This design comes from an exercise in tuning for small area, a short achievable clock period and few clock cycles on the open sky130 flow, not from production work. The RTL was checked by simulation tests, not by an equivalence proof against the original design. Power is estimated from default activity; no workload was simulated.

File: flow/design.v
module gld (
  input  wire        clk,
  input  wire        rst,
  input  wire        cmd_valid,
  output wire        cmd_ready,
  input  wire [39:0] cmd_word,
  output wire        ch_we,
  output wire [1:0]  ch_idx,
  output reg  [15:0] ch_val,
  output wire        tx_query,
  output wire        rx_release,
  output wire        hs_done,
  output wire        hs_ok,
  output wire        rsp_valid,
  output reg  [31:0] rsp_data,
  output wire        dbg_byte_valid,
  output wire [7:0]  dbg_byte
);
  localparam [15:0] CRC_HDR = 16'hEBA0;    
  reg [2:0]  fstate;
  reg [7:0]  coh;           
  wire [2:0] cursor = {coh[4] | coh[5] | coh[6] | coh[7], coh[2] | coh[3] | coh[6] | coh[7],
                       coh[1] | coh[3] | coh[5] | coh[7]};
  reg [7:0]  acc;
  reg        hdr;           
  reg [7:0]  id, len, didx;
  reg [15:0] ck;
  reg        ckidx;
  reg [31:0] accept_cnt, reject_cnt;
  reg        rx_en;
  reg [1:0]  hs_state;
  reg [6:0]  hs_count;      
  reg        presence;
  reg        cmd_err;
  reg [15:0] unit;
  reg [15:0] crc;           
  reg        rec;           
  reg        lo_ok;         
  reg        zf;            
  reg [7:0]  v0, v1, v2, v3, v4, v5, v6, v7;    
  reg        p_pe;          
  reg        p_burst, p_hsstart, p_hstick, p_rd;
  reg [7:0]  p_pat;         
  reg [8:1]  p_len;         
  reg [10:0] p_ra;          
  reg        disp;          
  reg [1:0]  di;
  reg        hold;          
  reg        hsfail;        
  reg        arm;           
  reg        hs_win;        
  reg        hs_lose;       
  wire [7:0]  op = cmd_word[39:32];
  wire [15:0] wa = cmd_word[31:16];
  wire [15:0] wb = cmd_word[15:0];
  wire        az = ~|wa;
  wire        bz = ~|wb;
  wire        op_ok = ~|op[7:3];
  wire [2:0]  o = op[2:0];
  wire        fmt_z = (o == 3'd0) | (o == 3'd1) | (o == 3'd4) | (o == 3'd5);
  wire        illegal = ~op_ok | (fmt_z & ~(az & bz)) | (o == 3'd3) | ((o == 3'd6) & ~bz);
  wire        legal = ~illegal;
  wire        take = cmd_valid & cmd_ready;
  wire        t_ok = take & legal;
  wire        mc_n;         
  reg [17:0] m3r;           
  reg [15:0] m5r, m7r;      
  reg        big5, big7;    
  reg [1:0]  mc;            
  wire [18:0] madd = (mc == 2'd3 ? ~{3'd0, unit} : {3'd0, unit}) +
                     (mc == 2'd1 ? {2'd0, unit, 1'b0} : mc == 2'd2 ? {1'd0, unit, 2'b0} : {unit, 3'b0}) +
                     {18'd0, mc == 2'd3};
  assign mc_n = (mc == 2'd1) | (mc == 2'd2) | (t_ok & (o == 3'd7) & (wa == 16'd1) & ~bz);
  always @(posedge clk) begin
    if (rst) begin
      m3r  <= 18'd129;
      m5r  <= 16'd215;
      big5 <= 1'b0;
      m7r  <= 16'd301;
      big7 <= 1'b0;
    end else begin
      if (mc == 2'd1)
        m3r <= madd[17:0];
      if (mc == 2'd2) begin
        m5r  <= madd[15:0];
        big5 <= |madd[18:16];
      end
      if (mc == 2'd3) begin
        m7r  <= madd[15:0];
        big7 <= |madd[18:16];
      end
    end
  end
  wire [18:0] m1 = {3'd0, unit};
  wire [18:0] m2 = {2'd0, unit, 1'b0};
  wire [18:0] m3 = {1'd0, m3r};
  wire [18:0] m4 = {1'd0, unit, 2'b0};
  wire [18:0] m5 = {2'd0, big5, m5r};
  wire [18:0] m6 = {m3r, 1'b0};
  wire [18:0] m8 = {unit, 3'b0};
  wire [18:0] m7 = {2'd0, big7, m7r};
  function ge16;
    input [15:0] x;
    input [15:0] y;
    integer i, w;
    reg [15:0] g, p;
    begin
      for (i = 0; i < 16; i = i + 1) begin
        g[i] = x[i] & ~y[i];
        p[i] = x[i] | ~y[i];
      end
      for (w = 1; w < 16; w = w * 2)
        for (i = 0; i + w < 16; i = i + 2 * w) begin
          g[i] = g[i + w] | (p[i + w] & g[i]);
          p[i] = p[i + w] & p[i];
        end
      ge16 = g[0] | p[0];
    end
  endfunction
  wire [8:1] big = {|m8[18:16], |m7[18:16], |m6[18:16], |m5[18:16], |m4[18:16], |m3[18:16], |m2[18:16], 1'b0};
  function [8:0] therm;
    input [15:0] x;
    input [18:0] a1, a2, a3, a4, a5, a6, a7, a8;
    begin
      therm = {~big[8] & ge16(x, a8[15:0]), ~big[7] & ge16(x, a7[15:0]), ~big[6] & ge16(x, a6[15:0]),
               ~big[5] & ge16(x, a5[15:0]), ~big[4] & ge16(x, a4[15:0]), ~big[3] & ge16(x, a3[15:0]),
               ~big[2] & ge16(x, a2[15:0]), ge16(x, a1[15:0]), 1'b1};
    end
  endfunction
  wire [8:0] tl = therm(wa, m1, m2, m3, m4, m5, m6, m7, m8);    
  wire [8:0] th = therm(wb, m1, m2, m3, m4, m5, m6, m7, m8);
  reg [8:1] s_n;
  reg [7:0] pat_n;
  integer m, a;
  always @* begin
    for (m = 1; m <= 8; m = m + 1) begin
      s_n[m] = 1'b0;
      for (a = 0; a <= m; a = a + 1)
        s_n[m] = s_n[m] | (tl[a] & th[m - a]);
    end
    for (m = 0; m < 8; m = m + 1)
      pat_n[m] = ~tl[m + 1] & s_n[m + 1];
  end
  wire       ra_ok = (wa <= 16'd10);
  wire [10:0] ra_n = ra_ok ? (11'd1 << wa[3:0]) : 11'd0;
  wire [8:0] plen_t = {p_len, 1'b1};                      
  reg  [7:0] b, coh_adv;
  reg        done;
  integer bi, bj;
  always @* begin
    done = 1'b0;
    for (bi = 0; bi < 8; bi = bi + 1) begin
      b[bi]       = acc[bi];
      coh_adv[bi] = 1'b0;
      done        = done | (coh[bi] & plen_t[8 - bi]);
      for (bj = 0; bj <= bi; bj = bj + 1) begin
        b[bi]       = b[bi] | (coh[bj] & p_pat[bi - bj]);
        coh_adv[bi] = coh_adv[bi] | (coh[bj] & plen_t[bi - bj] & ~plen_t[bi - bj + 1]);
      end
    end
  end
  wire       fire    = p_pe & done;
  wire       val_hi  = fire & (fstate == 3'd5) & ckidx;            
  wire       crc_ok  = lo_ok & (crc[15:8] == b);
  wire       val_ok  = val_hi & crc_ok;
  wire       val_bad = val_hi & ~crc_ok;
  function [31:0] inc32;
    input [31:0] q;
    input        e;
    integer g, i;
    reg [31:0] below;      
    reg        cg, c;
    begin
      cg = 1'b1;
      for (g = 0; g < 8; g = g + 1) begin
        c = cg;
        for (i = 0; i < 4; i = i + 1) begin
          below[4*g+i] = c;
          c = c & q[4*g+i];
        end
        cg = cg & (&q[4*g +: 4]);
      end
      inc32 = q ^ ({32{e}} & below);
    end
  endfunction
  function [15:0] crc_step;
    input [15:0] r;
    input [7:0]  x;
    integer k;
    begin
      crc_step = r ^ {x, 8'h00};
      for (k = 0; k < 8; k = k + 1)
        crc_step = crc_step[15] ? ((crc_step << 1) ^ 16'h1021) : (crc_step << 1);
    end
  endfunction
  wire       hs_fail_now = p_hstick & hs_lose;
  assign cmd_ready = ~(hold | hs_fail_now | (p_pe & arm & done));
  assign dbg_byte_valid = fire;
  assign dbg_byte       = b;
  assign tx_query       = p_hsstart;
  assign rx_release     = hs_fail_now;
  assign hs_done        = (p_hstick & hs_win) | hsfail;
  assign hs_ok          = ~hsfail;
  assign rsp_valid      = p_rd;
  assign ch_we          = disp;
  assign ch_idx         = di;
  always @* begin
    case (di)
      2'd0: ch_val = {v1, v0};
      2'd1: ch_val = {v3, v2};
      2'd2: ch_val = {v5, v4};
      default: ch_val = {v7, v6};
    endcase
  end
  always @* begin
    rsp_data = ({32{p_ra[0]}}  & {31'd0, rx_en}) |
               ({32{p_ra[1]}}  & {16'd0, unit}) |
               ({32{p_ra[2]}}  & {20'd0, cmd_err, presence, hs_state, 1'b0, cursor, 1'b0, fstate}) |
               ({32{p_ra[3]}}  & {24'd0, acc}) |
               ({32{p_ra[4]}}  & accept_cnt) |
               ({32{p_ra[5]}}  & reject_cnt) |
               ({32{p_ra[6]}}  & {25'd0, hs_count}) |
               ({32{p_ra[7]}}  & {didx, len, id, 1'b0, hdr, 1'b0, hdr, 1'b0, hdr, 1'b0, hdr}) |
               ({32{p_ra[8]}}  & {15'd0, ckidx, ck}) |
               ({32{p_ra[9]}}  & 32'h00460455) |
               ({32{p_ra[10]}} & 32'h0C010800);
  end
  wire [7:0] vb = didx[0] ? (~b + 8'd8 + {7'd0, zf}) : (~b + 8'd1);
  wire dwe = fire & (fstate == 3'd3) & (didx[7:3] == 5'd0);
  always @(posedge clk) begin
    if (dwe) begin
      zf <= (b == 8'd0);
      case (didx[2:0])
        3'd0: v0 <= vb;
        3'd1: v1 <= vb;
        3'd2: v2 <= vb;
        3'd3: v3 <= vb;
        3'd4: v4 <= vb;
        3'd5: v5 <= vb;
        3'd6: v6 <= vb;
        default: v7 <= vb;
      endcase
    end
  end
  always @(posedge clk) begin
    if (fire) begin
      if (fstate == 3'd0)
        crc <= CRC_HDR;
      else if (fstate == 3'd1 || fstate == 3'd2 || fstate == 3'd3)
        crc <= crc_step(crc, b);
    end
  end
  always @(posedge clk) begin
    p_pat <= pat_n;
    p_len <= s_n;
    p_ra  <= ra_n;
  end
  reg [2:0]  fstate_n;
  reg [7:0]  coh_n;
  reg [7:0]  acc_n, id_n, len_n, didx_n;
  reg        hdr_n, ckidx_n, rx_en_n, presence_n, cmd_err_n, rec_n, lo_ok_n;
  reg [15:0] ck_n, unit_n;
  reg [1:0]  hs_state_n;
  reg [6:0]  hs_count_n;
  reg        disp_n, hsfail_n;
  reg [1:0]  di_n;
  always @* begin
    fstate_n   = fstate;
    coh_n      = coh;
    acc_n      = acc;
    hdr_n      = hdr;
    id_n       = id;
    len_n      = len;
    didx_n     = didx;
    ck_n       = ck;
    ckidx_n    = ckidx;
    rx_en_n    = rx_en;
    hs_state_n = hs_state;
    hs_count_n = hs_count;
    presence_n = presence;
    cmd_err_n  = cmd_err;
    unit_n     = unit;
    rec_n      = rec;
    lo_ok_n    = lo_ok;
    disp_n     = disp;
    di_n       = di;
    hsfail_n   = 1'b0;
    if (disp) begin
      di_n = di + 2'd1;
      if (di == 2'd3)
        disp_n = 1'b0;
    end
    if (p_burst) begin
      acc_n    = 8'd0;
      coh_n    = 8'd1;
    end
    if (p_pe) begin
      if (done) begin
        acc_n    = 8'd0;
        coh_n    = 8'd1;
        case (fstate)
          3'd0: begin
            if (b == 8'h55) begin
              hdr_n    = 1'b1;
              fstate_n = 3'd1;
            end
          end
          3'd1: begin
            id_n     = b;
            fstate_n = 3'd2;
          end
          3'd2: begin
            len_n  = b;
            rec_n  = (id == 8'h1C) & (b[7:3] != 5'd0);
            didx_n = 8'd0;
            if (b == 8'd0) begin
              ck_n     = 16'd0;
              ckidx_n  = 1'b0;
              fstate_n = 3'd5;
            end else
              fstate_n = 3'd3;
          end
          3'd3: begin
            didx_n = didx + 8'd1;
            if (didx + 8'd1 == len)
              fstate_n = 3'd4;
          end
          3'd4: begin
            ck_n     = {8'd0, b};
            ckidx_n  = 1'b1;
            lo_ok_n  = (crc[7:0] == b);
            fstate_n = 3'd5;
          end
          default: begin
            if (!ckidx) begin
              ck_n    = {ck[15:8], ck[7:0] | b};
              ckidx_n = 1'b1;
              lo_ok_n = (crc[7:0] == (ck[7:0] | b));
            end else begin
              ck_n     = {ck[15:8] | b, ck[7:0]};
              ckidx_n  = 1'b0;
              fstate_n = 3'd0;
              if (crc_ok) begin
                presence_n = 1'b1;
                if (rec) begin
                  disp_n = 1'b1;
                  di_n   = 2'd0;
                end
              end
            end
          end
        endcase
      end else begin
        acc_n    = b;
        coh_n    = coh_adv;
      end
    end
    if (p_hsstart) begin
      fstate_n   = 3'd0;
      hdr_n      = 1'b0;
      id_n       = 8'd0;
      len_n      = 8'd0;
      didx_n     = 8'd0;
      ck_n       = 16'd0;
      ckidx_n    = 1'b0;
      acc_n      = 8'd0;
      coh_n      = 8'd1;
      presence_n = 1'b0;
      hs_count_n = 7'd0;
      hs_state_n = 2'd1;
      rx_en_n    = 1'b1;
      rec_n      = 1'b0;
    end
    if (p_hstick & (hs_state == 2'd1)) begin
      hs_count_n = hs_count + 7'd1;
      if (presence)
        hs_state_n = 2'd2;
      else if (hs_count == 7'd69) begin
        hs_state_n = 2'd3;
        rx_en_n    = 1'b0;
        hsfail_n   = 1'b1;
      end
    end
    if (take) begin
      if (illegal)
        cmd_err_n = 1'b1;
      else if (o == 3'd6) begin
        if (!ra_ok)
          cmd_err_n = 1'b1;
      end else if (o == 3'd7) begin
        if (az)
          rx_en_n = wb[0];
        else if (wa == 16'd1) begin
          if (!bz)
            unit_n = wb;
        end else
          cmd_err_n = 1'b1;
      end
    end
  end
  always @(posedge clk) begin
    if (rst) begin
      fstate     <= 3'd0;
      coh        <= 8'd1;
      acc        <= 8'd0;
      hdr        <= 1'b0;
      id         <= 8'd0;
      len        <= 8'd0;
      didx       <= 8'd0;
      ck         <= 16'd0;
      ckidx      <= 1'b0;
      accept_cnt <= 32'd0;
      reject_cnt <= 32'd0;
      rx_en      <= 1'b0;
      hs_state   <= 2'd0;
      hs_count   <= 7'd0;
      presence   <= 1'b0;
      cmd_err    <= 1'b0;
      unit       <= 16'd43;
      rec        <= 1'b0;
      lo_ok      <= 1'b0;
      p_pe       <= 1'b0;
      mc         <= 2'd0;
      arm        <= 1'b0;
      hs_win     <= 1'b0;
      hs_lose    <= 1'b0;
      p_burst    <= 1'b0;
      p_hsstart  <= 1'b0;
      p_hstick   <= 1'b0;
      p_rd       <= 1'b0;
      disp       <= 1'b0;
      di         <= 2'd0;
      hold       <= 1'b0;
      hsfail     <= 1'b0;
    end else begin
      fstate     <= fstate_n;
      coh        <= coh_n;
      acc        <= acc_n;
      hdr        <= hdr_n;
      id         <= id_n;
      len        <= len_n;
      didx       <= didx_n;
      ck         <= ck_n;
      ckidx      <= ckidx_n;
      accept_cnt <= p_hsstart ? 32'd0 : inc32(accept_cnt, val_ok);
      reject_cnt <= p_hsstart ? 32'd0 : inc32(reject_cnt, val_bad);
      rx_en      <= rx_en_n;
      hs_state   <= hs_state_n;
      hs_count   <= hs_count_n;
      presence   <= presence_n;
      cmd_err    <= cmd_err_n;
      unit       <= unit_n;
      rec        <= rec_n;
      lo_ok      <= lo_ok_n;
      disp       <= disp_n;
      di         <= di_n;
      hold       <= (disp_n & ~(di_n[1] & di_n[0])) | mc_n;
      hsfail     <= hsfail_n;
      arm        <= (fstate_n == 3'd5) & ckidx_n & lo_ok_n & rec_n;
      mc         <= (mc != 2'd0) ? mc + 2'd1 : {1'b0, mc_n};
      hs_win     <= (hs_state_n == 2'd1) & presence_n;
      hs_lose    <= (hs_state_n == 2'd1) & ~presence_n & (hs_count_n == 7'd69);
      p_pe       <= t_ok & (o == 3'd2) & rx_en_n;
      p_burst    <= t_ok & (o == 3'd1);
      p_hsstart  <= t_ok & (o == 3'd4);
      p_hstick   <= t_ok & (o == 3'd5);
      p_rd       <= t_ok & (o == 3'd6);
    end
  end
endmodule
File: flow/flow/run.sh
#!/bin/bash
# Standard layout (the standard.sh: standard synthesis, floorplan, place, CTS, route),
# with two changes to how the layout is made:
#  - sizing may swap a cell for one of another footprint (MATCH_CELL_FOOTPRINT=0), so the
#    resizer can upsize weak drivers instead of only adding buffers;
#  - ports are buffered with sky130_fd_sc_hd__buf_2 rather than the default delay-type buffer.
# All output of make (and of the tools it runs) goes to flow_make.log here; ORFS's own per-step
# logs are under orfs/logs/.
set -euo pipefail
bash standard.sh MATCH_CELL_FOOTPRINT=0 "BUFFER_PORTS_ARGS=-buffer_cell sky130_fd_sc_hd__buf_2" finish > flow_make.log 2>&1
File: flow/standard.sh
#!/bin/bash
# synth_recipe.tcl (not shown) runs the flow's synth.tcl, then flattens the netlist and writes it again
# the make line also repeats each setting of config.mk as NAME=value (left out here)
make -C /OpenROAD-flow-scripts/flow DESIGN_CONFIG=/design/flow/config.mk WORK_HOME=/design/flow/orfs CLKGATE_MAP_FILE= SYNTH_SCRIPT=/design/flow/synth_recipe.tcl "${@:-finish}"
File: flow/config.mk
export PLATFORM = sky130hd
export DESIGN_NAME = gld
export DESIGN_NICKNAME = gld
export VERILOG_FILES = /design/flow/design.v
export SDC_FILE = /design/flow/constraint.sdc
export NUM_CORES = 4
export LEC_CHECK = 0
export CAP_MARGIN = 20
export CORE_MARGIN = 2
export CORE_UTILIZATION = 65
export CTS_CLUSTER_DIAMETER = 120
export CTS_CLUSTER_SIZE = 25
export SETUP_SLACK_MARGIN = 4.2
export SLEW_MARGIN = 20
File: flow/constraint.sdc
create_clock -name core_clock -period 8.0 [get_ports {clk}]
set_input_delay 1.6000 -clock core_clock [delete_from_list [all_inputs] [get_ports {clk}]]
set_output_delay 1.6000 -clock core_clock [all_outputs]
set_load 0.01 [all_outputs]
==> results of run 1 <==
[path summary, 6_finish.rpt]
path / endpoint / slack, ns / cells past startpoint
max: unit[13]$_SDFFE_PP0P_ / 4.12 / 13
min: ck[14]$_SDFFE_PP0P_ / 0.48 / 1
max reg2reg: big7$_SDFFE_PP0P_ / 4.27 / 15
min reg2reg: ck[14]$_SDFFE_PP0P_ / 0.48 / 1
[what timing repair did]
action / CTS / global route
setup endpoints to repair: 103 / 55
buffers inserted: 12 / 12
gates cloned: 2 / 4
pin swaps: 8 / 24
resized for setup: 64 / 89
endpoints found under the hold margin: 0 / 0
[where the power goes]
| part | internal (W) | switching (W) |
|---|---|---|
| clock | 0.000410 | 0.000561 |
| combinational | 0.000290 | 0.000471 |
| sequential | 0.00176 | 0.0000388 |
[cell usage after synthesis (27+ instances only)]
cell type  count
a211oi_1      38
a21oi_1       86
a222oi_1      44
a22oi_1       84
and2_1        27
clkbuf_1     131
dfxtp_1      249
edfxtp_1      81
ha_1          39
inv_1        128
maj3_1        43
mux2i_1       84
nand2_1      195
nand2b_1      53
nand3_1       62
nand4_1       27
nor2_1       296
nor2b_1       42
nor3_1        52
o21ai_0       84
o22ai_1       39
xnor2_1       88
xor2_1        61
[registers in the layout (all words and copies together) (netlist names), 11 cells and up]
signal	count
accept_cnt	32
reject_cnt	32
m3r	18
ck	16
crc	16
m5r	16
m7r	16
unit	16
p_ra	11
[cell type report]
cell class / instances / area (um^2) / area share, %
diodes: 1 / 2.50 / 0.0114
clock buffers: 23 / 458 / 2.09
clock inverters: 2 / 25.0 / 0.114
inverters: 147 / 578 / 2.64
multi-input cells: 1745 / 11800 / 54.0
flip-flops and latches: 330 / 7440 / 33.9
well taps: 396 / 495 / 2.26
repair buffers: 154 / 1100 / 5.00
[critical path, stage by stage]
cell and delay [ns]:
buf_12 0.12, nor4_4 0.28, nand3_2 0.18, or3_4 0.37
or3_4 0.35, nor2_2 0.09, o2111a_1 0.25, nand3_2 0.12
nor4_4 0.29, buf_4 0.19, buf_8 0.14, mux2i_1 0.20
nor2_1 0.07
[through the flow]
step,setup WS (ns),area (um^2)
floorplan,3.98,20100
global placement,3.51,20600
detailed placement,3.42,20600
CTS,4.13,21400
global route,4.04,21900
finish,4.12,21900
[kinds of logic (layout without fill, tap and decap cells)]
| family | after synthesis | count (layout) |
|---|---|---|
| buffers and inverters | 310 | 326 |
| XOR/XNOR | 150 | 150 |
| multiplexers | 85 | 85 |
| adder cells (fa/ha/maj) | 83 | 83 |
| flip-flops | 330 | 330 |
| other | 0 | 1 |
| AO/OA/AOI/OAI | 577 | 577 |
| AND/OR/NAND/NOR | 850 | 850 |
[routing by layer]
| layer | global-route usage [%] | routed length [um] |
|---|---|---|
| met3 | 4.26 | 5220 |
| met5 | 0 | 0 |
| met2 | 65.2 | 30800 |
| met1 | 46.2 | 23900 |
| met4 | 19.8 | 3780 |
==> flow_summary.toml, run 1 <==
[placement]
place.gp.congestion = 0.981
dp_cells = 2742
port_buffers = 108
dpl.hpwl_um = 45000

[finish]
layout_common_cells = "292 x nor2_1, 236 x dfxtp_1, 193 x nand2_1"
fillers = 2440
fin_util_pct = 72.1
syn2layout_area_growth_pct = 9.83
drive_gt1_share_pct = 12.5
layout_commonest_cell = "nor2_1"
nets = 2478
final_cells = 2798

[pwr]
powerDensity_nw_per_um2 = 161
max-vdd-ir-drop_mv = 0.152
total_leakage_power_nw = 7.95
power_w = 0.00354

[timing]
hold_viol_final = 0
max_slew_margin_pct = 40.7
holdWs_ns = 0.481
finalSetupTns_ns = 0
rsz0062_at_grt = "yes"
drv_slew = 0
min_period_ns = 3.88
setup_viol_count_final = 0
tightest_slew_ns = 0.883
clock_skew_ns = 0.0206
fmax_mhz = 258
period_share_pct = 48.4

[run_status]
status = "timing/DRC/antenna clean"

[yosys]
synth_adder_area_share_pct = 4.70
synth_xor_area_share_pct = 6.62
synth_compound_area_share_pct = 20.7
netlist_area_um2 = 20000
ys.flop_type = "dfxtp_1"
synthMuxAreaShare_pct = 4.27
synth_top_area_share_pct = 25.0
synth_area_leader_cell = "dfxtp_1"
synth_top_family_by_area = "compound AO/OA/AOI/OAI gates"
avgSynthCellArea_um2 = 8.37
yosys.area_share.simple_pct = 20.3
synth-warning-count = 1
synth_seq_area_share_pct = 37.1
synthDistinctLibCells = 89
synthArstFlopShare_pct = 0
synthCells = 2385
synth_edf_count = 81
synth_area_leaders = "dfxtp_1 25%, edfxtp_1 12%, nor2_1 5.6%, mux2i_1 4.2%, xnor2_1 3.9%"
ys_ff_latch = 330
syn-num-nets = 2468

[worst_setup_path]
cp-end-kind = "flop"
path_max_fanout = 8
crit_type = "in2reg"
cp-start-kind = "input port"
timing.rr.start = "mc[0]$_SDFF_PP0_"
startpoint = "cmd_word[30]"
required_ns = 8.38
crit_arrival_ns = 4.26

[floorplan]
die_w_um = 179
core_area_um2 = 30400
start_util_pct = 65.6
die_y_um = 179
die_area_um2 = 32100
row_count = 64
io_pins = 109

[clock_tree]
tritoncts = "built"
h-tree-depth = 1
clock_latency_ns = 0.53
root_buffer = "clkbuf_16"
cts_buffers = 17
cts_sinks = 330
cts_hold_buf = 0
path_clk_slew_ns = 0.09
clockBufferDepth = 3

[global_routing]
grt_use_total_pct = 37.7
first_global_vias = 17600
grt_start_max_net_pins = 61
grt_overflow_total = 0
antenna_found_initial = 0
grt_pass1_wl_um = 95200

[routing]
drtAntennaViolNets = 0
drt_pre_antenna_iters = 9
wirelength_um = 63700
dr.first_iter.drc_count = 2310
route.detailed.drc = 0
viasPerCell = 6.72
routedWlPerCell_um = 22.8
num_vias = 18800

[job]
drv_cap = 0

[min_path]
hold_path_class = "reg2reg"
min_from = "ck[14]$_SDFFE_PP0P_"
Testbench counts, summed over its fixed seeds: cycles 7,334.
==> run 2, diff against run 1 <==
--- a/flow/config.mk
+++ b/flow/config.mk
@@ -10,5 +10,6 @@
 export CORE_UTILIZATION = 65
 export CTS_CLUSTER_DIAMETER = 120
 export CTS_CLUSTER_SIZE = 25
+export PLACE_DENSITY = 0.75
 export SETUP_SLACK_MARGIN = 4.2
 export SLEW_MARGIN = 20
==> run 2 against run 1 <==
Still clean on timing, DRC and antenna. Register-to-register slack improved by 0.11 ns. Clock power decreased by 2.6%. Combinational power is essentially flat. Non-clock buffer count up 16. Utilization is 0.41 points higher. Die area is the same. Sequential share of layout area down 0.22 points. Count of clock-buffer cells in the layout is the same. Worst setup slack got worse by 0.072 ns. Global-route usage increased by 0.070 points. Critical path depth shrank 10. Largest cell class unchanged.
==> flow_summary.toml, run 2 <==
[placement]
port_buffers = 108
dpl.hpwl_um = 44700
place.gp.congestion = 0.953

[worst_setup_path]
slowest_stage = "o41ai_1"
cpPeakStageDelay_ns = 0.81
crit_arrival_ns = 2.35
cp-start-kind = "flop"
required_ns = 6.40
crit_type = "reg2out"
path_max_fanout = 14
cp-end-kind = "primary output"
path_buf_inv = 1
crit_chain = "o41ai_1 > nand4_1 > buf_2"
path_delay_family = "compound AO/OA/AOI/OAI gates"

[clock_tree]
cts_buffers = 17
root_buffer = "clkbuf_16"
clock_latency_ns = 0.52
h-tree-depth = 1
clockBufferDepth = 3
cts_sinks = 330
tritoncts = "built"
path_clk_slew_ns = 0.10

[routing]
drt_pre_antenna_iters = 8
viasPerCell = 6.74
routedWlPerCell_um = 22.6
num_vias = 19000
drtAntennaViolNets = 0
wirelength_um = 63600
route.detailed.drc = 0
dr.first_iter.drc_count = 2586

[yosys]
syn-num-nets = 2468
synth_most_common_cell = "nor2_1"
netlist_area_um2 = 20000
ys.flop_type = "dfxtp_1"
synthCells = 2385
synthDistinctLibCells = 89
avgSynthCellArea_um2 = 8.37
synth_edf_count = 81
synth_top_area_share_pct = 25.0
synth_area_leaders = "dfxtp_1 25%, edfxtp_1 12%, nor2_1 5.6%, mux2i_1 4.2%, xnor2_1 3.9%"
synth-warning-count = 1
synth_seq_area_share_pct = 37.1
synthArstFlopShare_pct = 0
synth_area_leader_cell = "dfxtp_1"
ys_ff_latch = 330
yosys-top-cells-count = "296 x nor2_1, 249 x dfxtp_1, 195 x nand2_1, 131 x clkbuf_1, 128 x inv_1"

[global_routing]
grt_start_max_net_pins = 86
grt_overflow_total = 0
first_global_vias = 17400
grt_use_met3_pct = 3.54
busiest_layer = "met2"
grt_use_met2_pct = 64.7
met1_usage_pct = 47.1
grt_pass1_wl_um = 94900
antenna_found_initial = 0
grt_use_total_pct = 37.8

[timing]
period_share_pct = 49.3
fmax_mhz = 253
hold_viol_final = 0
drv_slew = 0
min_period_ns = 3.95
rsz0062_at_grt = "yes"
max_slew_margin_pct = 34.2
clock_skew_ns = 0.0170
finalSetupTns_ns = 0
tightest_slew_ns = 0.983
setup_viol_count_final = 0

[finish]
fin_util_pct = 72.5
drive_gt1_share_pct = 13.4
nets = 2494
layout_commonest_cell = "nor2_1"
n_antenna_cell = 0
layout_common_cells = "291 x nor2_1, 240 x dfxtp_1, 192 x nand2_1"
syn2layout_area_growth_pct = 10.4
top_regs = "accept_cnt: 32 flops, reject_cnt: 32 flops, m3r: 18 flops"

[floorplan]
core_area_um2 = 30400
die_area_um2 = 32100
io_pins = 109
die_w_um = 179
start_util_pct = 65.6
die_y_um = 179
row_count = 64

[pwr]
total_leakage_power_nw = 7.99
powerDensity_nw_per_um2 = 159
max-vdd-ir-drop_mv = 0.182

[run_status]
status = "timing/DRC/antenna clean"

[min_path]
hold_path_class = "reg2reg"

[job]
drv_cap = 0
-- run 2: cell counts after synthesis --
Identical to the previous run, type by type.
-- run 2: layout make-up --
type,count,area [um^2]
clock buffer,23,448
clock inverter,2,25.0
tap,396,495
fill,2394,8380
sequential,330,7430
timing repair buffer,170,1200
multi-input combinational,1745,11900
inverter,147,583
-- run 2: kinds of logic (layout without fill, tap and decap cells) --
family                     after synthesis  after routing  share of synthesized area [%]
and+or+nand+nor                        850            850                           20.3
AOI/OAI and AO/OA                      577            577                           20.7
DFF                                    330            330                           37.1
buffers and inverters                  310            342                           6.23
xor gates and xnor gates               150            150                           6.62
muxes                                   85             85                           4.27
adders and majority gates               83             83                           4.70
-- run 2: worst paths after layout --
| check | from | to | slack (ns) | cells past startpoint |
|---|---|---|---|---|
| worst max-delay path | coh[2]$_SDFFE_PP0P_ | rsp_data[5] | 4.05 | 3 |
| worst min-delay path | ck[13]$_SDFFE_PP0P_ | ck[13]$_SDFFE_PP0P_ | 0.48 | 1 |
| worst max register to register | mc[0]$_SDFF_PP0_ | big5$_SDFFE_PP0P_ | 4.38 | 14 |
| worst min register to register | ck[13]$_SDFFE_PP0P_ | ck[13]$_SDFFE_PP0P_ | 0.48 | 1 |
-- run 2: what timing repair did --
| item | CTS | global route |
|---|---|---|
| hold endpoints to repair | 0 | 0 |
| setup endpoints to repair | 156 | 138 |
| cloned | 3 | 2 |
| hold buffers | 0 | 0 |
| resized for setup | 72 | 88 |
| buffers inserted | 13 | 27 |
| pin swaps | 13 | 29 |
-- run 2: power breakdown --
part,switching (W),internal (W),leakage (nW)
clock network,0.000545,0.000402,0.228
logic,0.000473,0.000285,5.00
registers,0.0000390,0.00176,2.77
total,0.00106,0.00245,7.99
-- run 2: layer usage --
| layer | wire length (um) | vias to the layer above |
|---|---|---|
| met5 | 0 | - |
| met4 | 3990 | 0 |
| met3 | 5040 | 247 |
| met2 | 30400 | 1042 |
| met1 | 24100 | 9011 |
| li1 | - | 8671 |
-- run 2: stage by stage --
| step | total power [W] | setup slack (ns) | std cells | area, um^2 | hold slack [ns] |
|---|---|---|---|---|---|
| floorplan | 0.00229 | 3.98 | 2385 | 20100 | 0.437 |
| global placement | 0.00245 | 3.52 | 2743 | 20600 | 0.446 |
| detailed placement | 0.00247 | 3.41 | 2743 | 20600 | 0.457 |
| CTS | 0.00344 | 4.02 | 2784 | 21400 | 0.481 |
| global route | 0.00363 | 3.98 | 2813 | 22100 | 0.506 |
| finish | 0.00351 | 4.05 | 2813 | 22100 | 0.481 |
==> run 3, diff against run 2 <==
--- a/flow/config.mk
+++ b/flow/config.mk
@@ -8,8 +8,8 @@
 export CAP_MARGIN = 20
 export CORE_MARGIN = 2
 export CORE_UTILIZATION = 65
-export CTS_CLUSTER_DIAMETER = 120
-export CTS_CLUSTER_SIZE = 25
-export PLACE_DENSITY = 0.75
+export CTS_BUF_LIST = sky130_fd_sc_hd__clkbuf_8
+export CTS_CLUSTER_DIAMETER = 80
+export CTS_CLUSTER_SIZE = 14
 export SETUP_SLACK_MARGIN = 4.2
 export SLEW_MARGIN = 20
==> run 3 against run 2 <==
Critical path depth increased by 8. Maximum frequency increased by 3.1%. Clock skew increased by 0.0014 ns. Flip-flop and latch count unchanged. Wire length increased by 1.3%. Sequential power about the same. Area after synthesis unchanged. Global-route usage about the same. Sequential share of layout area increased by 0.097 points. Worst hold slack got worse by 0.0045 ns. Die area unchanged. Non-clock buffer count unchanged. Highest routed layer unchanged.
==> flow_summary.toml, run 3 <==
[finish]
top_regs = "accept_cnt: 32 flops, reject_cnt: 32 flops, m3r: 18 flops"
layout_common_cells = "293 x nor2_1, 228 x dfxtp_1, 192 x nand2_1"
nets = 2505
final_cells = 2831
syn2layout_area_growth_pct = 10.7
drive_gt1_share_pct = 14.1
layout_commonest_cell = "nor2_1"
finalInstanceArea_um2 = 22100

[timing]
finalSetupTns_ns = 0
clock_skew_ns = 0.0185
setup_viol_count_final = 0
rsz0062_at_grt = "yes"
drv_slew = 0
holdWs_ns = 0.476
period_share_pct = 47.9
min_period_ns = 3.83
tightest_slew_ns = 0.909
hold_viol_final = 0
max_slew_margin_pct = 39.3
fmax_mhz = 261

[global_routing]
first_global_vias = 17600
grt_pass1_wl_um = 95400
grt_use_total_pct = 37.9
grt_start_max_net_pins = 61
grt_overflow_total = 0
antenna_found_initial = 0

[worst_setup_path]
crit_type = "in2reg"
cp-end-kind = "flop"
crit_arrival_ns = 4.40
timing.rr.start = "p_pat[0]$_DFF_P_"
startpoint = "cmd_word[14]"
cp-start-kind = "input port"
slowest_stage = "a2111oi_0"
cpPeakStageDelay_ns = 0.58
required_ns = 8.58
path_max_fanout = 11
crit_chain = "buf_2 > clkinvlp_4 > a221oi_1 > nor2b_1 > o2111ai_1 > a2111oi_0 > buf_4 > nor2_1 > o221ai_1 > nor4b_2 > a2bb2oi_1"

[routing]
num_vias = 19100
route.detailed.drc = 0
top_layer = "met4"
viasPerCell = 6.74
routedWlPerCell_um = 22.7
route.met2.wl_um = 30900
wirelength_um = 64400
drtAntennaViolNets = 0
dr_wl_met3_um = 5360
drt_pre_antenna_iters = 8
met1_length_um = 23900
dr.first_iter.drc_count = 2475

[clock_tree]
h-tree-depth = 1
tritoncts = "built"
cts_sinks = 330
path_clk_slew_ns = 0.09
clock_latency_ns = 0.64
cts_buffers = 28
clockBufferDepth = 3
root_buffer = "clkbuf_8"

[pwr]
p_int_w = 0.00244
power.switching_w = 0.00108
power_frac_clock_pct = 27.6
max-vdd-ir-drop_mv = 0.148
combPwrFrac_pct = 21.3
powerDensity_nw_per_um2 = 160
swShare_pct = 30.7
sequentialPowerShare_pct = 51.0
total_leakage_power_nw = 8.09

[run_status]
status = "timing/DRC/antenna clean"

[yosys]
synth_edf_count = 81
ys.flop_type = "dfxtp_1"
synth_area_leaders = "dfxtp_1 25%, edfxtp_1 12%, nor2_1 5.6%, mux2i_1 4.2%, xnor2_1 3.9%"
synth_area_leader_cell = "dfxtp_1"
avgSynthCellArea_um2 = 8.37
netlist_area_um2 = 20000
ys_ff_latch = 330
synthCells = 2385
syn-num-nets = 2468
synth_most_common_cell = "nor2_1"
synthArstFlopShare_pct = 0
synthDistinctLibCells = 89
synth_top_area_share_pct = 25.0
synth_seq_area_share_pct = 37.1
synth-warning-count = 1
yosys-top-cells-count = "296 x nor2_1, 249 x dfxtp_1, 195 x nand2_1, 131 x clkbuf_1, 128 x inv_1"

[placement]
place_area_um2 = 20600
dp_cells = 2742
port_buffers = 108
place.gp.congestion = 0.981
dpl.hpwl_um = 45000

[floorplan]
core_area_um2 = 30400
row_count = 64
die_area_um2 = 32100
die_w_um = 179
start_util_pct = 65.6
io_pins = 109
die_y_um = 179

[min_path]
min_from = "ck[14]$_SDFFE_PP0P_"
hold_path_class = "reg2reg"

[job]
drv_cap = 0
[run 3: cell counts after synthesis]
No cell type changed its count.
[run 3: kinds of logic (layout without fill, tap and decap cells)]
| logic type | Yosys count | in the layout | share of synthesized area (%) |
|---|---|---|---|
| XOR/XNOR | 150 | 150 | 6.62 |
| adder cells (fa/ha/maj) | 83 | 83 | 4.70 |
| multiplexers | 85 | 85 | 4.27 |
| buffers and inverters | 310 | 359 | 6.23 |
| other | 0 | 1 | 0 |
| AO/OA/AOI/OAI | 577 | 577 | 20.7 |
| AND/OR/NAND/NOR | 850 | 850 | 20.3 |
| flip-flops | 330 | 330 | 37.1 |
[run 3: what timing repair did]
action | in CTS | in global routing
pin swaps | 7 | 29
hold buffers | 0 | 0
cloned | 0 | 6
resized for setup | 52 | 109
setup endpoints to repair | 100 | 62
buffers inserted | 9 | 31
[run 3: cell type report]
| type | instances | area [um^2] |
|---|---|---|
| antenna | 1 | 2.50 |
| clock buffer | 29 | 399 |
| clock inverter | 13 | 120 |
| fill | 2407 | 8330 |
| inverter | 147 | 584 |
| multi-input combinational | 1745 | 11800 |
| sequential | 330 | 7470 |
| tap | 396 | 495 |
| timing repair buffer | 170 | 1230 |
[run 3: metal layers]
layer | up-vias | global-route usage [%]
met2 | 1097 | 65.5
met5 | - | 0
li1 | 8687 | -
met3 | 242 | 4.86
met4 | 0 | 19.7
met1 | 9048 | 45.9
[run 3: worst paths after layout]
kind / to / slack, ns / depth (start not counted)
setup / recovery: p_pat[7]$_DFF_P_ / 4.17 / 11
hold / removal: ck[14]$_SDFFE_PP0P_ / 0.48 / 1
setup reg to reg: accept_cnt[31]$_SDFF_PP0_ / 4.32 / 10
hold reg to reg: ck[14]$_SDFFE_PP0P_ / 0.48 / 1
[run 3: critical path: cells and delay by family]
kind	cells	cell delay, ns
simple gates	3	0.48
compound gates	5	1.49
buf+inv	3	0.83
[run 3: power by group through the flow]
| stage | clock, W | combinational [W] | sequential [W] |
|---|---|---|---|
| after floorplan | 0 | 0.000469 | 0.00182 |
| after global placement | 0 | 0.000618 | 0.00183 |
| after detailed placement | 0 | 0.000633 | 0.00184 |
| after CTS | 0.000979 | 0.000676 | 0.00180 |
| after global routing | 0.00104 | 0.000806 | 0.00180 |
| final | 0.000975 | 0.000752 | 0.00180 |
[run 3: per-stage QoR]
step | power, W | setup WS (ns) | utilization, %
finish | 0.00353 | 4.17 | 72.6
global route | 0.00364 | 4.07 | 72.6
CTS | 0.00345 | 4.01 | 70.1
detailed placement | 0.00247 | 3.42 | 67.6
global placement | 0.00245 | 3.51 | 67.6
floorplan | 0.00229 | 3.98 | -
==> run 4, diff against run 3 <==
--- a/flow/config.mk
+++ b/flow/config.mk
@@ -11,5 +11,5 @@
 export CTS_BUF_LIST = sky130_fd_sc_hd__clkbuf_8
 export CTS_CLUSTER_DIAMETER = 80
 export CTS_CLUSTER_SIZE = 14
-export SETUP_SLACK_MARGIN = 4.2
+export SETUP_SLACK_MARGIN = 4.0
 export SLEW_MARGIN = 20
==> run 4 against run 3 <==
Still clean on timing, DRC and antenna. Count of clock-buffer cells in the layout is 1 lower. Cell area is 3.1% lower. Cell count is 1.1% lower. Register-to-register slack worse by 0.19 ns. Via count is 1.4% lower. Wire length is 2.4% lower. Die area stayed put. Largest power group unchanged.
==> flow_summary.toml, run 4 <==
[clock_tree]
path_clk_slew_ns = 0.10
cts_sinks = 330
cts_buffers = 28
h-tree-depth = 1
clockBufferDepth = 3
root_buffer = "clkbuf_8"
clock_latency_ns = 0.64
tritoncts = "built"

[worst_setup_path]
crit_arrival_ns = 2.48
reg2reg_slack_ns = 4.13
required_ns = 6.40
crit_type = "reg2out"
endpoint = "rsp_data[4]"
timing.rr.start = "mc[0]$_SDFF_PP0_"
path_max_fanout = 16
rr_endpoint = "big7$_SDFFE_PP0P_"
cp-start-kind = "flop"
cp-end-kind = "primary output"
ff2ff_path_depth = 16
startpoint = "coh[1]$_SDFFE_PP0P_"

[yosys]
synth_top_area_share_pct = 25.0
synth_xor_area_share_pct = 6.62
synth_adder_area_share_pct = 4.70
avgSynthCellArea_um2 = 8.37
synthCells = 2385
synth_top_family_by_area = "compound AO/OA/AOI/OAI gates"
synth_edf_count = 81
ys_ff_latch = 330
synthMuxAreaShare_pct = 4.27
synth_most_common_cell = "nor2_1"
ys.flop_type = "dfxtp_1"
yosys-top-cells-count = "296 x nor2_1, 249 x dfxtp_1, 195 x nand2_1, 131 x clkbuf_1, 128 x inv_1"
synth_area_leaders = "dfxtp_1 25%, edfxtp_1 12%, nor2_1 5.6%, mux2i_1 4.2%, xnor2_1 3.9%"
yosys.area_share.simple_pct = 20.3
synth_compound_area_share_pct = 20.7
synth_area_leader_cell = "dfxtp_1"
synth_seq_area_share_pct = 37.1
syn-num-nets = 2468
synthArstFlopShare_pct = 0
netlist_area_um2 = 20000
synthDistinctLibCells = 89
synth-warning-count = 1

[timing]
finalSetupTns_ns = 0
max_slew_margin_pct = 22.4
min_period_ns = 4.08
hold_viol_final = 0
holdWs_ns = 0.478
fmax_mhz = 245
tightest_slew_ns = 1.15
clock_skew_ns = 0.0316
drv_slew = 0
setup_viol_count_final = 0
rsz0062_at_grt = "no"
period_share_pct = 51.0

[floorplan]
start_util_pct = 65.6
core_area_um2 = 30400
die_area_um2 = 32100
die_y_um = 179
row_count = 64
io_pins = 109
die_w_um = 179

[global_routing]
first_global_vias = 17200
grt_start_max_net_pins = 70
grt_overflow_total = 0
grt_use_total_pct = 37.5
grt_pass1_wl_um = 94400
busiest_layer = "met2"
met1_usage_pct = 46.7
antenna_found_initial = 2
grt_use_met3_pct = 4.62
grt_use_met2_pct = 64.1

[min_path]
hold_path_class = "reg2reg"
min_delay_path_depth = 1

[routing]
route.detailed.drc = 0
num_vias = 18800
drtAntennaViolNets = 0
dr.first_iter.drc_count = 2315
viasPerCell = 6.72
drt_pre_antenna_iters = 8
wirelength_um = 62900
routedWlPerCell_um = 22.4

[finish]
top_regs = "accept_cnt: 32 flops, reject_cnt: 32 flops, m3r: 18 flops"
fin_util_pct = 70.4
layout_commonest_cell = "nor2_1"
layout_common_cells = "294 x nor2_1, 239 x dfxtp_1, 193 x nand2_1"
regArea_um2 = 7430
finalInstanceArea_um2 = 21400
syn2layout_area_growth_pct = 7.29
fillers = 2478
multi_input_area_um2 = 11500
drive_gt1_share_pct = 10.7
nets = 2476

[pwr]
total_leakage_power_nw = 7.81
powerDensity_nw_per_um2 = 161
max-vdd-ir-drop_mv = 0.199

[placement]
dpl.hpwl_um = 45200
port_buffers = 108
place.gp.congestion = 0.986
place_area_um2 = 20500

[job]
drv_cap = 0

[run_status]
status = "timing/DRC/antenna clean"
## run 4: cell counts after synthesis
No cell type changed its count.
## run 4: timing repair
| action | CTS | global route |
|---|---|---|
| setup endpoints to repair | 46 | 63 |
| resized for setup | 27 | 40 |
| buffers inserted | 2 | 11 |
| cloned | 0 | 3 |
| pin swaps | 2 | 10 |
| hold buffers | 0 | 0 |
## run 4: critical path, cell delays in order, from the launching register on
cell     delay (ns)
dfxtp_2        0.44
o41ai_1        0.86
nand4_1        0.31
buf_2          0.23
## run 4: area by class of cell
class	count	share of cell area (%)
well taps	396	2.31
clock inverters	13	0.461
clock buffers	28	1.80
inverters	147	2.62
flip-flops and latches	330	34.7
multi-input cells	1745	53.9
repair buffers	141	4.19
diodes	1	0.0117
## run 4: cell families after synthesis
family          count (synthesis)
compound gates                577
simple gates                  850
xor+xnor                      150
fa+ha+maj                      83
flops                         330
mux                            85
buf+inv                       310
## run 4: report_power, final
part | switching (W) | total, W | leakage (nW) | internal (W)
registers | 0.0000375 | 0.00180 | 2.77 | 0.00176
logic | 0.000451 | 0.000711 | 4.76 | 0.000259
clock network | 0.000577 | 0.000936 | 0.278 | 0.000359
## run 4: per-stage QoR
stage	instances	total power [W]	worst slack, ns
floorplan	2385	0.00228	3.98
global placement	2743	0.00245	3.46
detailed placement	2743	0.00247	3.35
CTS	2786	0.00340	3.89
global route	2800	0.00356	3.98
finish	2801	0.00345	3.92
## run 4: how the worst min path moves through the flow
stage,start,endpoint,slack [ns]
final,ck[14]$_SDFFE_PP0P_,ck[14]$_SDFFE_PP0P_,0.48
after global routing,ck[10]$_SDFFE_PP0P_,ck[10]$_SDFFE_PP0P_,0.49
after CTS,ck[14]$_SDFFE_PP0P_,ck[14]$_SDFFE_PP0P_,0.48
after detailed placement,ck[14]$_SDFFE_PP0P_,ck[14]$_SDFFE_PP0P_,0.46
after global placement,ck[14]$_SDFFE_PP0P_,ck[14]$_SDFFE_PP0P_,0.45
after floorplan,hdr$_SDFFE_PP0P_,hdr$_SDFFE_PP0P_,0.44
## run 4: routing by layer
| layer | routed length (um) | up-vias |
|---|---|---|
| met5 | 7 | - |
| li1 | - | 8628 |
| met1 | 24200 | 9016 |
| met2 | 30300 | 958 |
| met4 | 3560 | 2 |
| met3 | 4760 | 210 |
==> run 5, diff against run 4 <==
==> flow/flow/run.sh (replaced) <==
#!/bin/bash
# Standard layout (the standard.sh: standard synthesis, floorplan, place, CTS, route),
# with three changes to how the layout is made:
#  - ABC maps the logic for area (flow/abc_map.script) instead of for speed; registers are
#    mapped before ABC runs, exactly as in the standard synthesis; the resizer then repairs
#    the timing after placement;
#  - sizing may swap a cell for one of another footprint (MATCH_CELL_FOOTPRINT=0), so the
#    resizer can upsize weak drivers instead of only adding buffers;
#  - ports are buffered with sky130_fd_sc_hd__buf_2 rather than the default delay-type buffer.
# ORFS's scripts are copied to ./scripts with only abc_speed.script replaced.
# All output of make (and of the tools it runs) goes to flow_make.log here; ORFS's own per-step
# logs are under orfs/logs/.
set -euo pipefail
rm -rf scripts
cp -r "$FLOW_HOME/scripts" scripts
cp flow/abc_map.script scripts/abc_speed.script
bash standard.sh SCRIPTS_DIR="$PWD/scripts" MATCH_CELL_FOOTPRINT=0 "BUFFER_PORTS_ARGS=-buffer_cell sky130_fd_sc_hd__buf_2" finish > flow_make.log 2>&1
==> flow/flow/abc_map.script (new file) <==
strash
dch
map -a
topo
stime -c
--- a/flow/config.mk
+++ b/flow/config.mk
@@ -8,8 +8,7 @@
 export CAP_MARGIN = 20
 export CORE_MARGIN = 2
 export CORE_UTILIZATION = 65
-export CTS_BUF_LIST = sky130_fd_sc_hd__clkbuf_8
-export CTS_CLUSTER_DIAMETER = 80
-export CTS_CLUSTER_SIZE = 14
+export CTS_CLUSTER_DIAMETER = 120
+export CTS_CLUSTER_SIZE = 25
 export SETUP_SLACK_MARGIN = 4.0
 export SLEW_MARGIN = 20
==> run 5 against run 4 <==
Count of clock-buffer cells in the layout shrank 6. First-iteration DRC count grew 24%. Total power shrank 0.28%.
==> flow_summary.toml, run 5 <==
[run_status]
status = "timing/DRC/antenna clean"

[worst_setup_path]
cp-start-kind = "flop"
cp-end-kind = "primary output"
startpoint = "coh[0]$_SDFFE_PP1P_"
crit_type = "reg2out"
required_ns = 6.40
timing.rr.start = "coh[1]$_SDFFE_PP0P_"
path_max_fanout = 7
crit_arrival_ns = 2.57

[yosys]
avgSynthCellArea_um2 = 7.61
synthDistinctLibCells = 43
synth_most_common_cell = "nor2_1"
synth-warning-count = 1
synth_edf_count = 81
synth_area_leader_cell = "dfxtp_1"
synthArstFlopShare_pct = 0
synth_top_area_share_pct = 27.3
ys.flop_type = "dfxtp_1"
synth_area_leaders = "dfxtp_1 27%, edfxtp_1 13%, a21oi_1 7.9%, nor2_1 6.9%, clkinv_1 6.7%"
synthCells = 2398
yosys-top-cells-count = "335 x nor2_1, 326 x clkinv_1, 288 x a21oi_1, 249 x dfxtp_1, 231 x nand2_1"
synth_seq_area_share_pct = 40.7
ys_ff_latch = 330
syn-num-nets = 2481
netlist_area_um2 = 18200

[pwr]
p_int_w = 0.00239
max-vdd-ir-drop_mv = 0.235
swShare_pct = 30.6
power_frac_clock_pct = 27.9
powerDensity_nw_per_um2 = 161
sequentialPowerShare_pct = 52.5
power.switching_w = 0.00105
total_leakage_power_nw = 7.80
combPwrFrac_pct = 19.6

[timing]
max_slew_margin_pct = 21.7
setup_viol_count_final = 0
drv_slew = 0
finalSetupTns_ns = 0
rsz0062_at_grt = "yes"
tightest_slew_ns = 1.16
period_share_pct = 52.2
hold_viol_final = 0
clock_skew_ns = 0.0273
fmax_mhz = 240
min_period_ns = 4.17
holdWs_ns = 0.449

[clock_tree]
tritoncts = "built"
path_clk_slew_ns = 0.10
clock_latency_ns = 0.53
cts_hold_buf = 0
cts_buffers = 17
root_buffer = "clkbuf_16"
clockBufferDepth = 3
h-tree-depth = 1
cts_sinks = 330

[routing]
drtAntennaViolNets = 0
route.detailed.drc = 0
drt_pre_antenna_iters = 6
dr.first_iter.drc_count = 2882
routedWlPerCell_um = 20.8
wirelength_um = 63100
num_vias = 20200
viasPerCell = 6.69

[min_path]
min_from = "ck[9]$_SDFFE_PP0P_"
hold_path_class = "reg2reg"

[finish]
n_antenna_cell = 0
nets = 2727
syn2layout_area_growth_pct = 17.2
drive_gt1_share_pct = 16.0
top_regs = "accept_cnt: 32 flops, reject_cnt: 32 flops, m3r: 18 flops"
layout_common_cells = "319 x nor2_1, 281 x clkinv_1, 280 x a21oi_1"
layout_commonest_cell = "nor2_1"

[placement]
place.gp.congestion = 0.986
port_buffers = 108
dpl.hpwl_um = 43000

[floorplan]
core_area_um2 = 27700
start_util_pct = 65.8
io_pins = 109
row_count = 61
die_area_um2 = 29400
die_y_um = 172
die_w_um = 172

[global_routing]
grt_overflow_total = 0
antenna_found_initial = 1
grt_pass1_wl_um = 94900
grt_start_max_net_pins = 58
first_global_vias = 18300
grt_use_total_pct = 40.7

[job]
drv_cap = 0
==> run 5: layout make-up <==
class	count	area [um^2]
inverter	326	1320
multi-input combinational	1742	10100
tap	378	473
clock buffer	22	444
fill	2039	6320
clock inverter	2	28.8
timing repair buffer	226	1500
sequential	330	7460
timing repair inverter	1	7.51
==> run 5: power by group through the flow <==
stage                     Clock [W]  Sequential (W)  Combinational, W
after floorplan                   0         0.00182          0.000386
after global placement            0         0.00184          0.000529
after detailed placement          0         0.00184          0.000545
after CTS                  0.000960         0.00180          0.000580
after global routing        0.00102         0.00181          0.000720
final                      0.000959         0.00181          0.000674
==> run 5: worst paths after layout <==
| path | depth (start not counted) | slack [ns] | end |
|---|---|---|---|
| worst max-delay path | 10 | 3.83 | cmd_ready |
| worst min-delay path | 2 | 0.45 | ck[9]$_SDFFE_PP0P_ |
| worst max register to register | 34 | 3.83 | accept_cnt[31]$_SDFF_PP0_ |
| worst min register to register | 2 | 0.45 | ck[9]$_SDFFE_PP0P_ |
==> run 5: cells by family after synthesis <==
family	Yosys count	synth area share (%)
AO/OA/AOI/OAI	856	28.5
AND/OR/NAND/NOR	771	17.7
XOR/XNOR	74	3.55
buffers and inverters	326	6.71
adder cells (fa/ha/maj)	41	2.84
flip-flops	330	40.7
==> run 5: what timing repair did <==
action | in CTS | in global routing
resized for setup | 48 | 161
setup buffers | 39 | 63
pin swaps | 10 | 65
cloned | 1 | 0
setup endpoints to repair | 74 | 91
==> run 5: routing by layer <==
layer / global-route usage [%] / up-vias / routed length (um)
met5: 0 / - / 0
met4: 22.9 / 0 / 4460
met3: 5.32 / 372 / 5900
li1: - / 9152 / -
met2: 69.5 / 1378 / 29900
met1: 49.6 / 9338 / 22800
==> run 5: per-stage QoR <==
stage               area [um^2]  setup slack, ns  cells  total power, W  utilization [%]
floorplan                 18300             4.00   2398         0.00221                -
global placement          19500             3.38   2900         0.00236             70.2
detailed placement        19500             3.15   2900         0.00238             70.2
CTS                       20400             3.78   2964         0.00334             73.7
global route              21400             3.57   3027         0.00354             77.2
finish                    21400             3.83   3027         0.00344             77.2
==> run 5: worst max-delay path, stage by stage (launching register included) <==
cell	delay, ns
dfxtp_4	0.39
buf_6	0.13
nand2_2	0.05
o21ai_2	0.06
a221oi_2	0.17
o221ai_1	0.16
a221oi_2	0.35
nor2_2	0.14
buf_6	0.15
a211oi_4	0.24
buf_2	0.18

[static timing again, ports no longer ideal]
How much do the figures lean on ideal ports? The routed layouts below were timed once more, with nothing changed but the port constraints. Step 1, drivers: a clkbuf_16 drives clk and a buf_2 each remaining input, both assumed. Step 2 adds t to the input delays and takes it off the output delays; t is the mean of the earliest and latest rising clock arrival at the registers after step 1. Input paths then give back, and output paths get back, about the clock's delay inside the block. Three values: no drivers, after step 1, after step 2; two values: the first two.
run	t (ns)	slack for setup (ns)	hold slack, ns
run 1	0.572	4.124 / 4.124 / 3.552	0.481 / 0.481 / 0.481
run 2	0.565	4.052 / 3.997 / 3.646	0.481 / 0.481 / 0.481
run 3	0.680	4.172 / 4.130 / 3.501	0.476 / 0.476 / 0.476
run 4	0.682	3.923 / 3.870 / 3.376	0.478 / 0.478 / 0.478
run 5	0.572	3.825 / 3.773 / 3.447	0.449 / 0.449 / 0.449
After both steps setup and hold are still met in every run listed. The setup slack of run 3, which loses most, moves by -0.042 ns with the drivers and by -0.671 ns with both steps.
